What follows belongs to an exercise in optimizing a design on an open flow for small area; a production flow would make more cautious choices.
The RTL was checked by simulation tests, not by an equivalence proof against the original design.
Power is estimated from default activity; no workload was simulated.

## run A
## mmu_hostport
module mmu_hostport (
    input  wire       clk,
    input  wire       rst,
    input  wire       in_valid,
    input  wire [7:0] in_data,
    output wire       in_ready,
    output wire       out_valid,
    output wire [7:0] out_data,
    input  wire       out_ready
);
Size in the first run: ~950 cells after synthesis, roughly 330 flip-flops, roughly 22 I/O pins, ~0.010 mm2 of cells after synthesis.
Settings: LEC_CHECK=0, CAP_MARGIN=20, CORE_MARGIN=2, CORE_UTILIZATION=70, GPL_TIMING_DRIVEN=0, SLEW_MARGIN=20; clock period 10.0 ns.
standard.sh (not shown) runs the stock make flow with config.mk's settings and CLKGATE_MAP_FILE= SYNTH_SCRIPT=/design/flow/synth_recipe.tcl, a recipe that flattens the netlist after the stock synthesis.
==> flow/flow/run.sh <==
#!/bin/bash
# Layout flow: the standard ORFS flow (standard.sh) with
#  - synthesis: the standard synthesis script, but ABC maps (after &deepsyn, time-bounded) with the
#    area-oriented script flow/area.abc and adders are left to ABC instead
#    of being extracted into half/full-adder cells (registers unchanged);
#  - CTS without dummy loads, with the buffers and clustering below;
#  - port buffers of the smallest buffer cell.
# Every tool's output goes to a log file in this folder.
set -euo pipefail
W=$PWD
cat > "$W/own_synth.tcl" <<TCL
proc extract_fa {args} { puts "own flow: extract_fa skipped" }
proc abc {args} {
  set i [lsearch -exact \$args -script]
  if {\$i >= 0} { set args [lreplace \$args [expr {\$i+1}] [expr {\$i+1}] $W/flow/area.abc] }
  puts "own flow: abc \$args"
  yosys abc {*}\$args
}
source $W/synth_recipe.tcl
TCL
CTS="-sink_clustering_enable -repair_clock_nets -dont_use_dummy_load"
CTS="$CTS -buf_list {sky130_fd_sc_hd__clkbuf_16}"
CTS="$CTS -sink_clustering_size 36 -sink_clustering_max_diameter 60"
bash standard.sh "SYNTH_SCRIPT=$W/own_synth.tcl" "CTS_ARGS=$CTS" \
  "BUFFER_PORTS_ARGS=-buffer_cell sky130_fd_sc_hd__buf_1" finish > "$W/own_flow.log" 2>&1
==> flow/flow/area.abc <==
strash; &get -n; &fraig -x; &deepsyn -T 120; &dch -f; &nf -R 1000; &put
Run A reached the end of the flow, and the finished layout is clean on the timing, design-rule and antenna checks.
Changes in run B relative to run A:
- CORE_UTILIZATION now 50, was 70
-- flow/flow/run.sh --
<<< run A, line 21
CTS="-sink_clustering_enable -repair_clock_nets -dont_use_dummy_load"
CTS="$CTS -buf_list {sky130_fd_sc_hd__clkbuf_16}"
CTS="$CTS -sink_clustering_size 36 -sink_clustering_max_diameter 60"
bash standard.sh "SYNTH_SCRIPT=$W/own_synth.tcl" "CTS_ARGS=$CTS" \
  "BUFFER_PORTS_ARGS=-buffer_cell sky130_fd_sc_hd__buf_1" finish > "$W/own_flow.log" 2>&1
>>> run B, line 21
CTS="-sink_clustering_enable -repair_clock_nets -dont_use_dummy_load"
CTS="$CTS -buf_list {sky130_fd_sc_hd__clkbuf_16}"
CTS="$CTS -sink_clustering_size 30 -sink_clustering_max_diameter 80"
bash standard.sh "SYNTH_SCRIPT=$W/own_synth.tcl" "CTS_ARGS=$CTS" \
  "BUFFER_PORTS_ARGS=-buffer_cell sky130_fd_sc_hd__buf_1" finish > "$W/own_flow.log" 2>&1
==> comparison <==
Between run A and run B, growth of design area from synthesis to finish is higher for run B, run A comes in under that.
Summary: with run A as the reference, non-clock buffer count in run B moved up by more than 10%.
The setup slack of run B is larger than that of run A.
Achievable clock frequency (lower): run A
Re maximum count of clock buffers along a single path: no difference whatsoever between run A and run B.
## Diff of input files: run C against run B
- swapping 50 for 65 in CORE_UTILIZATION
-- flow/flow/run.sh --
<<< run B, line 1
#!/bin/bash
# Layout flow: the standard ORFS flow (standard.sh) with
#  - synthesis: the standard synthesis script, but ABC maps (after &deepsyn, time-bounded) with the
#    area-oriented script flow/area.abc and adders are left to ABC instead
#    of being extracted into half/full-adder cells (registers unchanged);
>>> run C, line 1
#!/bin/bash
# Layout flow: the standard ORFS flow (standard.sh) with
#  - synthesis: the standard synthesis script, but ABC maps (after &deepsyn, time-bounded, then two &nf rounds) with the
#    area-oriented script flow/area.abc and adders are left to ABC instead
#    of being extracted into half/full-adder cells (registers unchanged);
==> flow/flow/area.abc <==
strash; &get -n; &fraig -x; &deepsyn -T 120; &dch -f; &nf -p -R 1000; &put; strash; &get -n; &dch -f; &nf -p -R 1000; &put
Summary: with run B as the reference, final wirelength in run C moved up by more than 10%.
Diff run B -> run C: utilization +16 points; design area -about 2.5%; post-synthesis simple-gate area fraction -0.85 points.
diff inputs: run C => run D
- CORE_UTILIZATION: 65 -> 72
-- flow/flow/run.sh --
<<< run C, line 20
TCL
CTS="-sink_clustering_enable -repair_clock_nets -dont_use_dummy_load"
CTS="$CTS -buf_list {sky130_fd_sc_hd__clkbuf_16}"
CTS="$CTS -sink_clustering_size 30 -sink_clustering_max_diameter 80"
bash standard.sh "SYNTH_SCRIPT=$W/own_synth.tcl" "CTS_ARGS=$CTS" \
>>> run D, line 20
TCL
CTS="-sink_clustering_enable -repair_clock_nets -dont_use_dummy_load"
CTS="$CTS -buf_list {sky130_fd_sc_hd__clkbuf_16} -root_buf sky130_fd_sc_hd__clkbuf_8"
CTS="$CTS -sink_clustering_size 30 -sink_clustering_max_diameter 80"
bash standard.sh "SYNTH_SCRIPT=$W/own_synth.tcl" "CTS_ARGS=$CTS" \
--- outcome ---
Diff run C..run D | multi-input gate share of the layout cell area | negligible. Comparing run C with run D, the data-path buffer share of cell area in the final layout came out essentially unchanged. Re area share of and/or/nand/nor cells after synthesis: no difference whatsoever between run D and run C. Between run D and run C, the difference in area of placed instances is negligible. Final design instance area without fill in run D vs run C: down 36 um2. Comparing run D and run C, the higher layout overhead on the synthesized area is on run C. Diff run C..run D | final RePlAce weighted congestion | negligible. Re total power: run D and run C aren't equal, and the higher value belongs to run C.


mmu_hostport, a different RTL version from the one above (not shown whole).
Size: ~1000 cells after synthesis, ~330 flip-flops.
Settings: LEC_CHECK=0, CAP_MARGIN=20, CORE_MARGIN=2, CORE_UTILIZATION=65, GPL_TIMING_DRIVEN=0, SLEW_MARGIN=20; clock period 10.0 ns.
==> flow/flow/run.sh <==
#!/bin/bash
# Layout flow: the standard ORFS flow (standard.sh) with
#  - synthesis: the standard synthesis script, but ABC maps with the
#    area-oriented script flow/area.abc and adders are left to ABC instead
#    of being extracted into half/full-adder cells (registers unchanged);
#  - CTS without dummy loads, with the buffers and clustering below;
#  - port buffers of the smallest buffer cell.
# Every tool's output goes to a log file in this folder.
set -euo pipefail
W=$PWD
cat > "$W/own_synth.tcl" <<TCL
proc extract_fa {args} { puts "own flow: extract_fa skipped" }
proc abc {args} {
  set i [lsearch -exact \$args -script]
  if {\$i >= 0} { set args [lreplace \$args [expr {\$i+1}] [expr {\$i+1}] $W/flow/area.abc] }
  puts "own flow: abc \$args"
  yosys abc {*}\$args
}
source $W/synth_recipe.tcl
TCL
CTS="-sink_clustering_enable -repair_clock_nets -dont_use_dummy_load"
CTS="$CTS -buf_list {sky130_fd_sc_hd__clkbuf_16}"
CTS="$CTS -sink_clustering_size 30 -sink_clustering_max_diameter 80"
bash standard.sh "SYNTH_SCRIPT=$W/own_synth.tcl" "CTS_ARGS=$CTS" \
  "BUFFER_PORTS_ARGS=-buffer_cell sky130_fd_sc_hd__buf_1" finish > "$W/own_flow.log" 2>&1
==> flow/flow/area.abc <==
strash; &get -n; &fraig -x; &put; scorr; dc2; strash; &get -n; &dch -f; &nf -R 1000; &put
Edit:
--- a/flow/flow/run.sh
+++ b/flow/flow/run.sh
@@ -21,3 +21 @@
-CTS="-sink_clustering_enable -repair_clock_nets -dont_use_dummy_load"
-CTS="$CTS -buf_list {sky130_fd_sc_hd__clkbuf_16}"
-CTS="$CTS -sink_clustering_size 30 -sink_clustering_max_diameter 80"
+CTS="-sink_clustering_enable -repair_clock_nets -dont_use_dummy_load ${OWN_CTS:--buf_list {sky130_fd_sc_hd__clkbuf_8 sky130_fd_sc_hd__clkbuf_16} -sink_clustering_size 16 -sink_clustering_max_diameter 50}"
- CORE_UTILIZATION: 65 -> 50
- GPL_TIMING_DRIVEN: 0 -> default
- With this change the flow stopped in clock tree synthesis (4_1_cts) (CTS-0126)
- synthesized cell count is unchanged
- synthesized area stays the same
Edit:
--- a/flow/flow/run.sh
+++ b/flow/flow/run.sh
@@ -21 +21,3 @@
-CTS="-sink_clustering_enable -repair_clock_nets -dont_use_dummy_load ${OWN_CTS:--buf_list {sky130_fd_sc_hd__clkbuf_8 sky130_fd_sc_hd__clkbuf_16} -sink_clustering_size 16 -sink_clustering_max_diameter 50}"
+CTS="-sink_clustering_enable -repair_clock_nets -dont_use_dummy_load"
+CTS="$CTS -buf_list {sky130_fd_sc_hd__clkbuf_16}"
+CTS="$CTS -sink_clustering_size 30 -sink_clustering_max_diameter 80"
- GPL_TIMING_DRIVEN: default -> 0
Effect: The new run produced a clean layout; synthesized area stays the same; synthesized cell count does not change.
Edit:
--- a/flow/flow/run.sh
+++ b/flow/flow/run.sh
@@ -22,2 +22,2 @@
-CTS="$CTS -buf_list {sky130_fd_sc_hd__clkbuf_16}"
-CTS="$CTS -sink_clustering_size 30 -sink_clustering_max_diameter 80"
+CTS="$CTS -buf_list {sky130_fd_sc_hd__clkbuf_8 sky130_fd_sc_hd__clkbuf_16}"
+CTS="$CTS -sink_clustering_size 16 -sink_clustering_max_diameter 50"
- GPL_TIMING_DRIVEN: 0 -> default
What happened:
- The new run finished with timing, DRC and antenna clean
- routed wire length is higher by 7.8%
- register-to-register slack gets better by 690 ps
- die area stays the same
- critical path depth is unchanged
- global-route usage is higher by 2.0 points
- cell count is higher by 1.8%
- area after synthesis does not change

[static timing again, ports no longer ideal]
How much do the figures lean on ideal ports? The routed layouts below were timed once more, with nothing changed but the port constraints. Step 1 assumes that a clkbuf_16 drives the clock port and a buf_2 every other input. Step 2 times the ports against the registers' clock, not the clock port: input delays grow and output delays shrink by t, the midpoint of the rising clock arrivals with the driver on. a / b / c = ideal / step 1 / step 2; a / b = the first two.
run	shift t [ns]	setup WS [ns]	worst hold slack (ns)	worst data-port slew with drivers (ns)	cell pins on the clock port's net
run A	0.521	3.774 / 3.734 / 3.487	0.272 / 0.272 / 0.272	0.04	1
run B	0.532	4.126 / 4.079 / 3.763	0.275 / 0.275 / 0.275	0.03	1
run C	0.526	3.859 / 3.817 / 3.636	0.300 / 0.300 / 0.300	0.03	1
run D	0.570	3.630 / 3.594 / 3.603	0.295 / 0.295 / 0.295	0.03	1
the first run of note 2	0.530	4.212 / 4.167 / 3.768	0.304 / 0.304 / 0.304	0.03	1
the third run of note 2	0.525	3.958 / 3.910 / 4.118	0.263 / 0.263 / 0.263	0.03	1
the fourth run of note 2	0.573	4.439 / 4.392 / 4.035	0.280 / 0.280 / 0.280	0.03	1
After both steps setup and hold are still met in every run listed. For the first run of note 2, which loses most, drivers alone change the setup slack by -0.045 ns; drivers and shift together by -0.444 ns.
